Background: an optimization exercise with open tools, aiming at small area. Do not read the settings as production practice.
The RTL was checked by simulation tests, not by an equivalence proof against the original design.

==> job 8010 <==
// sgp30_framer
module sgp30_framer #(
    parameter [6:0] PERIPH_ADDR  = 7'h58,
    parameter       TICKS_PER_MS = 10
) (
    input  wire        clk,
    input  wire        rst,
    input  wire        start,
    input  wire        reg_wr,
    input  wire [4:0]  reg_addr,
    input  wire [31:0] reg_wdata,
    output reg  [47:0] reg_rdata,
    output wire        busy,
    output wire        done,
    output wire        bus_req_valid,
    output wire        bus_req_read,
    output wire [6:0]  bus_req_addr,
    output wire [3:0]  bus_req_len,
    output wire [63:0] bus_req_wdata,
    input  wire        bus_rsp_valid,
    input  wire        bus_rsp_fail,
    input  wire [71:0] bus_rsp_rdata
);
==> flow/config.mk <==
export PLATFORM = sky130hd
export DESIGN_NAME = sgp30_framer
export DESIGN_NICKNAME = sgp30_framer
export VERILOG_FILES = /design/flow/design.v
export SDC_FILE = /design/flow/constraint.sdc
export NUM_CORES = 4
export LEC_CHECK = 0
export CAP_MARGIN = 20
export CORE_MARGIN = 2
export CORE_UTILIZATION = 50
export SLEW_MARGIN = 20
==> flow/constraint.sdc <==
create_clock -name core_clock -period 6.0 [get_ports {clk}]
set_input_delay 1.2000 -clock core_clock [delete_from_list [all_inputs] [get_ports {clk}]]
set_output_delay 1.2000 -clock core_clock [all_outputs]
set_load 0.01 [all_outputs]
standard.sh (not shown) runs the stock make flow with config.mk's settings and CLKGATE_MAP_FILE= SYNTH_SCRIPT=/design/flow/synth_recipe.tcl, a recipe that flattens the netlist after the stock synthesis.
==> flow/flow/run.sh <==
#!/bin/bash
# Own layout flow: the standard flow (standard.sh) with three changes:
#  - synthesis is the standard flow's synthesis script with ABC's mapping run for area
#    (flow/area_synth.tcl, flow/area.script); flip-flop mapping is unchanged;
#  - the port buffers use the smallest buffer cell;
#  - the clock tree uses clkbuf_8 without dummy loads.
set -euo pipefail
cd "$(dirname "$0")/.."
W=$(pwd)
export AREA_ABC_SCRIPT="$W/flow/area.script"
export BUFFER_PORTS_ARGS="-buffer_cell sky130_fd_sc_hd__buf_1"
export CTS_ARGS="-sink_clustering_enable -repair_clock_nets -buf_list sky130_fd_sc_hd__clkbuf_8 -dont_use_dummy_load"
sed "s#$W/synth_recipe.tcl#$W/flow/area_synth.tcl#" standard.sh > flow_standard.sh
grep -q "flow/area_synth.tcl" flow_standard.sh
bash flow_standard.sh > flow_standard.log 2>&1
==> flow/flow/area.script <==
strash
dc2
dc2
dch -f
amap -F 10
==> flow/flow/area_synth.tcl <==
# The standard flow's synthesis script, with ABC's technology mapping run for area
proc synth {args} { yosys synth -nofsm -noshare {*}$args }
proc abc {args} {
  set i [lsearch -exact $args -script]
  if {$i >= 0} {
    set args [lreplace $args $i [expr {$i + 1}] -script $::env(AREA_ABC_SCRIPT)]
  }
  yosys abc {*}$args
}
source $::env(SCRIPTS_DIR)/synth.tcl
# left out here: clear keep_hierarchy, flatten, clean up, hide names made inside functions, write 1_2_yosys.v
==> job 8938: changes against job 8010 <==
--- a/flow/design.v
+++ b/flow/design.v
@@ -49,16 +49,17 @@
     reg [31:0] hum;
     reg        st_busy, st_done, st_ovr, st_lastv;
     reg [2:0]  ecode;
     reg [15:0] r0, r1, r2;
     reg [15:0] last_eco2, last_tvoc;
     reg [3:0]  op;
     reg        xfer;       
     reg        rd;         
+    reg        chk;        
     reg [4:0]  pollcnt;
     assign busy = st_busy;
     assign done = st_done;
     wire op_init  = (op == 4'd0);
     wire op_initb = (op == 4'd1);
     wire op_ser   = (op == 4'd2);
     wire op_feat  = (op == 4'd3);
     wire op_meas  = (op == 4'd4);
@@ -154,56 +155,58 @@
     end
     wire [13:0] timer_nx = {r2[12:0], r2[13] ^ r2[12] ^ r2[11] ^ r2[1]};
     wire [4:0]  poll_nx  = {pollcnt[3:0], pollcnt[4] ^ pollcnt[2]};
     wire accept   = start & ~st_busy;
     wire rsp      = xfer & bus_rsp_valid;
     wire illegal  = opsel[3] & (opsel[2:0] != 3'd0);
     wire domain   = (opsel == 4'd8) & (hum[31:16] != 16'd0);
     wire has_read = op_init | op_ser | op_feat | op_meas | op_gbl | op_raw;
-    wire bad      = ~ok0 | (~ok1 & ~op_feat) | (~ok2 & op_ser);
-    wire again    = op_init & (w0 == 16'd400) & (pollcnt != P_TERM);
+    wire [2:0] badv = {~ok2 & op_ser, ~ok1 & ~op_feat, ~ok0};
+    wire bad      = ecode != 3'd0;
+    wire again    = op_init & (r0 == 16'd400) & (pollcnt != P_TERM);
     wire [13:0] settle = (op_ser | op_feat) ? T_SHORT : op_gbl ? T_BASE : T_MEAS;
     always @(posedge clk) begin
         if (accept) begin
             r0 <= opsel[3] ? hum[15:0]  : arg1;
             r1 <= opsel[3] ? hum[31:16] : arg0;
         end else begin
             r0 <= {u0[15:8], (rd & ok0 & ok1 & ~ok2 & op_ser) ? c2 : u0[7:0]};
             r1 <= {u1[15:8], (rd & ~ok0) ? c0 : u1[7:0]};
         end
-        if (st_busy) begin
+        if (st_busy & ~chk) begin
             if (xfer & rd)
                 r2 <= {op_init ? {2'b00, T_POLL[13:8]} : w2[15:8], ~ok1 ? c1 : op_init ? T_POLL[7:0] : w2[7:0]};
             else if (xfer)
                 r2 <= {2'b00, first ? T_POLL : settle};
             else
                 r2 <= {2'b00, timer_nx};
         end
     end
     always @(posedge clk) begin
         if (!st_busy)
             pollcnt <= P_PRE;
-        else if (rsp & (rd | first))
+        else if ((rsp & first) | chk)
             pollcnt <= poll_nx;
-        if (rsp & rd & ~bus_rsp_fail & ~bad & mflag) begin
-            last_eco2 <= w0;
-            last_tvoc <= w1;
+        if (chk & ~bad & mflag) begin
+            last_eco2 <= r0;
+            last_tvoc <= r1;
         end
     end
     always @(posedge clk) begin
         if (rst) begin
             st_busy  <= 1'b0;
             st_done  <= 1'b0;
             st_ovr   <= 1'b0;
             st_lastv <= 1'b0;
             ecode    <= E_NONE;
             op       <= 4'd1;
             xfer     <= 1'b0;
             rd       <= 1'b0;
+            chk      <= 1'b0;
         end else begin
             if (start && st_busy)
                 st_ovr <= 1'b1;
             if (!st_busy) begin
                 if (start) begin
                     op      <= opsel;
                     st_done <= 1'b1;
                     if (illegal) begin
@@ -233,29 +236,33 @@
                             xfer <= 1'b0;
                             rd   <= 1'b1;
                         end else begin
                             xfer    <= 1'b0;
                             st_busy <= 1'b0;
                             st_done <= 1'b1;
                         end
                     end else begin
-                        xfer <= 1'b0;
-                        if (bad) begin
-                            ecode   <= ~ok0 ? E_CK0 : ~ok1 ? E_CK1 : E_CK2;
-                            st_busy <= 1'b0;
-                            st_done <= 1'b1;
-                        end else begin
-                            if (mflag)
-                                st_lastv <= 1'b1;
-                            if (!again) begin
-                                st_busy <= 1'b0;
-                                st_done <= 1'b1;
-                            end
-                        end
+                        xfer  <= 1'b0;
+                        chk   <= 1'b1;
+                        ecode <= badv;
+                    end
+                end
+            end else if (chk) begin
+                chk <= 1'b0;
+                if (bad) begin
+                    ecode   <= ecode[0] ? E_CK0 : ecode[1] ? E_CK1 : E_CK2;
+                    st_busy <= 1'b0;
+                    st_done <= 1'b1;
+                end else begin
+                    if (mflag)
+                        st_lastv <= 1'b1;
+                    if (!again) begin
+                        st_busy <= 1'b0;
+                        st_done <= 1'b1;
                     end
                 end
             end else begin
                 if (r2[13:0] == T_TERM)
                     xfer <= 1'b1;
             end
         end
     end
==> flow/flow/area.script (replaced) <==
strash
dc2
dc2
dc2
dc2
dch -f
amap -F 10
Settings changed: CORE_UTILIZATION 50 to 65.
==> results.ini <==
[status]
outcome = complete, no violations

[layout]
multi_input_cells = 709

[yosys]
yosys.area_share.xor_xnor = 0.00970

[floorplanning]
core.rowCount = 43

[power_and_ir_drop]
cellPowerDensity_nw_per_um2 = 319
pg_comb_mw = 1.28

[clock_network]
clkLatencyLatePin_ns = 0.47

[grt]
largest_net_degree_at_the_start_of_global_routing = 45

[place]
post-place-ws_ns = 0.176

[critical_path]
timing.critical_path.slowest_stage_cell = or4_1

(the above is from job 8938)
==> results.ini <==
[status]
outcome = complete, no violations

[layout]
multi_input_cells = 715

[grt]
largest_net_degree_at_the_start_of_global_routing = 42

[sta]
hold_violations = 0
postLayoutSetupSlackWorst_ns = 0.521

[power_and_ir_drop]
cellPowerDensity_nw_per_um2 = 332

[place]
post-place-ws_ns = 0.152

[critical_path]
timing.critical_path.slowest_stage_cell = a2111oi_0

[floorplanning]
core.rowCount = 49

[clock_network]
clkLatencyLatePin_ns = 0.46

[yosys]
yosys.area_share.xor_xnor = 0.00195

(the above is from job 8010)

## re-timing with driven ports
Ports are ideal in the flow. The routed layouts listed here were re-timed in OpenROAD. Step 1 sets driving cells, clkbuf_16 on the clock port and buf_2 on the other inputs (assumed; they add their load-dependent delay and slew). Step 2 moves the port delays by t, midway between the first and last clock arrival at a register: inputs arrive t later, outputs are due t later. That takes back most of the time a late clock gives input paths. Slacks: ideal ports / drivers / drivers and shift; pairs: ideal ports / drivers.
run | shift t [ns] | setup slack, ns | worst setup path at the end
job 8010 | 0.488 | 0.521 / 0.493 / 0.047 | input to register
job 8938 | 0.490 | 0.409 / 0.432 / -0.058 | input to register
Met with ideal ports but missed after step 2: setup timing in job 8938. For job 8010, which loses most, drivers alone change the setup slack by -0.028 ns; drivers and shift together by -0.474 ns.
